This design comes from an exercise in tuning for small area, a short achievable clock period and few clock cycles per item on the open sky130 flow, not from production work.
In this exercise RTL edits were held to simulation tests only and were not proved equivalent to the original.

== v6 ==
Design tslfs_convert, start of the top module:
module tslfs_convert (
    input  wire          clk,
    input  wire          rst,           
    input  wire          in_valid,
    output wire          in_ready,
    input  wire [511:0]  in_record,     
    output reg           out_valid,     
    output wire [1535:0] out_phys       
);
    assign in_ready = 1'b1;
    reg v1, v2;
    always @(posedge clk) begin
        v1        <= in_valid & ~rst;
        v2        <= v1 & ~rst;
        out_valid <= v2 & ~rst;
    end
    wire [511:0] r = in_record;
    tc_div155 #(.E0(-1)) u0 (.clk(clk), .x(r[8*2 +: 16]), .f(out_phys[64*0 +: 64]));
    tc_div155 #(.E0(0))  u1 (.clk(clk), .x(r[8*4 +: 16]), .f(out_phys[64*1 +: 64]));
    tc_div155 #(.E0(-1)) u2 (.clk(clk), .x(r[8*6 +: 16]), .f(out_phys[64*2 +: 64]));
    tc_div155 #(.E0(-1)) u3 (.clk(clk), .x(r[8*8 +: 16]), .f(out_phys[64*3 +: 64]));
    tc_div31 u4 (.clk(clk), .x(r[8*10 +: 16]), .sgn(1'b0), .f(out_phys[64*4 +: 64]));
    wire [15:0] at     = r[8*12 +: 16];
    wire        at_neg = at < 16'd155;
    wire [15:0] at_mag = at_neg ? {8'd0, 8'd155 - at[7:0]} : at - 16'd155;
    tc_div31 u5 (.clk(clk), .x(at_mag), .sgn(at_neg), .f(out_phys[64*5 +: 64]));
    tc_f32 u6  (.clk(clk), .x(r[8*40 +: 32]), .f(out_phys[64*6  +: 64]));
    tc_f32 u9  (.clk(clk), .x(r[8*48 +: 32]), .f(out_phys[64*9  +: 64]));
    tc_kpa u10 (.clk(clk), .x(r[8*52 +: 32]), .f(out_phys[64*10 +: 64]));
    tc_f32 u11 (.clk(clk), .x(r[8*56 +: 32]), .f(out_phys[64*11 +: 64]));
    tc_f32 u12 (.clk(clk), .x(r[8*44 +: 32]), .f(out_phys[64*12 +: 64]));
    tc_int #(.E0(-1)) u7 (.clk(clk), .x({7'd0, r[8*14 +: 8], r[8*15 +: 8] != 8'd0}),
                          .f(out_phys[64*7 +: 64]));
    tc_div100 u8 (.clk(clk), .x(r[8*16 +: 16]), .f(out_phys[64*8 +: 64]));
    tc_int u13 (.clk(clk), .x(r[8*36 +: 16]), .f(out_phys[64*13 +: 64]));
    tc_int u14 (.clk(clk), .x(r[8*38 +: 16]), .f(out_phys[64*14 +: 64]));
  ...
clock: 12.0 ns
lec_check: 0
cap_margin: 20
core_area: 10 10 590 590
die_area: 0 0 600 600
slew_margin: 20
standard.sh (not shown) runs the stock make flow with config.mk's settings and CLKGATE_MAP_FILE= SYNTH_SCRIPT=/design/flow/synth_recipe.tcl, a recipe that flattens the netlist after the stock synthesis.
==> flow/flow/run.sh <==
#!/bin/bash
# The standard layout (the standard.sh: ORFS from the standard synthesis to
# the final layout), except that the ports are buffered with the small
# sky130_fd_sc_hd__buf_1 instead of the resizer's default buffer.
set -e
export BUFFER_PORTS_ARGS="-buffer_cell sky130_fd_sc_hd__buf_1"
bash standard.sh > standard.log 2>&1
v6: PASS, flow complete, no timing, DRC or antenna violations
Testbench counts of v6, summed over its fixed seeds: cycles 824, items 800.
Here is what was changed in the inputs of v7 compared with v6.
==> flow/run.sh (new file) <==
#!/bin/bash
# synth_recipe.tcl (not shown) runs the flow's synth.tcl, then flattens the netlist and writes it again
# the make line also repeats each setting of config.mk as NAME=value (left out here)
make -C /OpenROAD-flow-scripts/flow DESIGN_CONFIG=/design/flow/config.mk WORK_HOME=/design/flow/orfs CLKGATE_MAP_FILE= SYNTH_SCRIPT=/design/flow/synth_recipe.tcl finish
removed: flow/flow/run.sh
removed: flow/standard.sh
## What came out
v7 against v6: final worst setup slack saw a decrease, ratio of routed vias to standard cells barely changed.

* * *

run A:
tslfs_convert, a different RTL version from the one above (not shown whole).
For scale: roughly 14000 cells after synthesis, about 2000 flip-flops.
clock: 12.0 ns
lec_check: 0
cap_margin: 20
core_area: 10 10 550 550
die_area: 0 0 560 560
slew_margin: 20
==> flow/flow/run.sh <==
#!/bin/bash
# The standard layout (the standard.sh: ORFS from the standard synthesis to
# the final layout), except that the ports are buffered with the small
# sky130_fd_sc_hd__buf_1 instead of the resizer's default buffer, and timing
# repair aims for 6 ns of setup slack margin.
set -e
export BUFFER_PORTS_ARGS="-buffer_cell sky130_fd_sc_hd__buf_1"
export SETUP_SLACK_MARGIN=6
bash standard.sh > standard.log 2>&1
Run A never completed, since it errored out during I/O pin placement (3_2_place_iop).
Testbench counts of run A, summed over its fixed seeds: cycles 824, items 800.
Changes in run E relative to run A:
Settings: SETUP_SLACK_MARGIN newly set to 5; DIE_AREA changed from 0 0 560 560 to 0 0 600 600; CORE_AREA changed from 10 10 550 550 to 10 10 590 590.
==> flow/flow/run.sh <==
#!/bin/bash
# The standard layout (the standard.sh: ORFS from the standard synthesis to
# the final layout), except that the ports are buffered with the small
# sky130_fd_sc_hd__buf_1 instead of the resizer's default buffer.
set -e
export BUFFER_PORTS_ARGS="-buffer_cell sky130_fd_sc_hd__buf_1"
bash standard.sh > standard.log 2>&1
Looking only at height of the chip, and setting everything else aside, the higher value of run A and run E goes to run E.
Every stage of the flow completed for run E, and the final layout passed the timing, design-rule and antenna checks.
Compared with run A, run E shows a higher die boundary width.
Reported for run A and run E, synthesized cell count turned out identical to the last digit.
Delta (run E minus run A): starting utilization of the core area fell 5.8 points; cell area after synthesis about even; number of synthesized flops with an enable pin about even; average cell area after synthesis about even.
Reported for run A and run E, fraction of registers with async set or reset after synthesis turned out identical to the last digit.
Lower floorplan row count goes to run A over run E.

* * *

tslfs_convert, a different RTL version from the one above (not shown whole).
Size in the first run: roughly 15000 cells after synthesis, roughly 1900 flip-flops, ~130000 sq um of cells after synthesis.
Design tslfs_convert, start of the top module:
module tslfs_convert (
    input  wire          clk,
    input  wire          rst,           
    input  wire          in_valid,
    output wire          in_ready,
    input  wire [511:0]  in_record,     
    output reg           out_valid,     
    output wire [1535:0] out_phys       
);
Settings: LEC_CHECK=0, CAP_MARGIN=20, CORE_AREA=10 10 590 590, DIE_AREA=0 0 600 600, SLEW_MARGIN=20; clock period 12.0 ns.
==> flow/flow/run.sh <==
#!/bin/bash
# The standard layout (the standard.sh: ORFS from the standard synthesis to
# the final layout), except that the ports are buffered with the small
# sky130_fd_sc_hd__buf_1 instead of the resizer's default buffer, and timing
# repair aims for 6 ns of setup slack margin.
set -e
export BUFFER_PORTS_ARGS="-buffer_cell sky130_fd_sc_hd__buf_1"
export SETUP_SLACK_MARGIN=6
bash standard.sh > standard.log 2>&1
Testbench counts at the start, summed over its fixed seeds: cycles 824, items 800.
Edit:
==> flow/flow/run.sh (replaced) <==
#!/bin/bash
# The standard layout (the standard.sh: ORFS from the standard synthesis to
# the final layout), except that the ports are buffered with the small
# sky130_fd_sc_hd__buf_1 instead of the resizer's default buffer.
set -e
export BUFFER_PORTS_ARGS="-buffer_cell sky130_fd_sc_hd__buf_1"
bash standard.sh > standard.log 2>&1
--- a/flow/config.mk
+++ b/flow/config.mk
@@ -9,3 +9,4 @@
 export CORE_AREA = 10 10 590 590
 export DIE_AREA = 0 0 600 600
+export SETUP_SLACK_MARGIN = 5
 export SLEW_MARGIN = 20
What happened: Core utilization came out lower by 0.43 points. Worst setup slack degrades by 0.83 ns. Final area came out lower by 1.0%. Routed wire length came out higher by 0.44%. Die area stays the same. Count of clock-buffer cells in the layout came out higher by 20. Global-route usage came out higher by 0.12 points.

-- separate check: timing with driven ports --
No port has a modelled driver above. Below, the same layouts with a new extraction and two added sets of constraints. Step 1 sets driving cells, clkbuf_16 on the clock port and buf_2 on the other inputs (assumed; they add their load-dependent delay and slew). Step 2 moves the port delays by t, midway between the first and last clock arrival at a register: inputs arrive t later, outputs are due t later. That takes back most of the time a late clock gives input paths. Three values: no drivers, after step 1, after step 2; two values: the first two.
run | t (ns) | slack for setup (ns) | worst setup path after step 2 | worst slew at a driven data input, ns
v6 | 1.026 | 4.500 / 4.496 / 3.471 | input to register | 0.49
v7 | 1.025 | 4.160 / 4.173 / 3.148 | input to register | 0.49
run E | 0.980 | 5.378 / 5.266 / 4.413 | input to register | 0.31
the first run of note 3 | 1.010 | 6.079 / 6.079 / 5.169 | input to register | 0.30
the second run of note 3 | 1.007 | 5.250 / 5.250 / 4.292 | input to register | 0.47
After both steps setup and hold are still met in every run listed. The setup slack of v6, which loses most, moves by -0.004 ns with the drivers and by -1.029 ns with both steps.
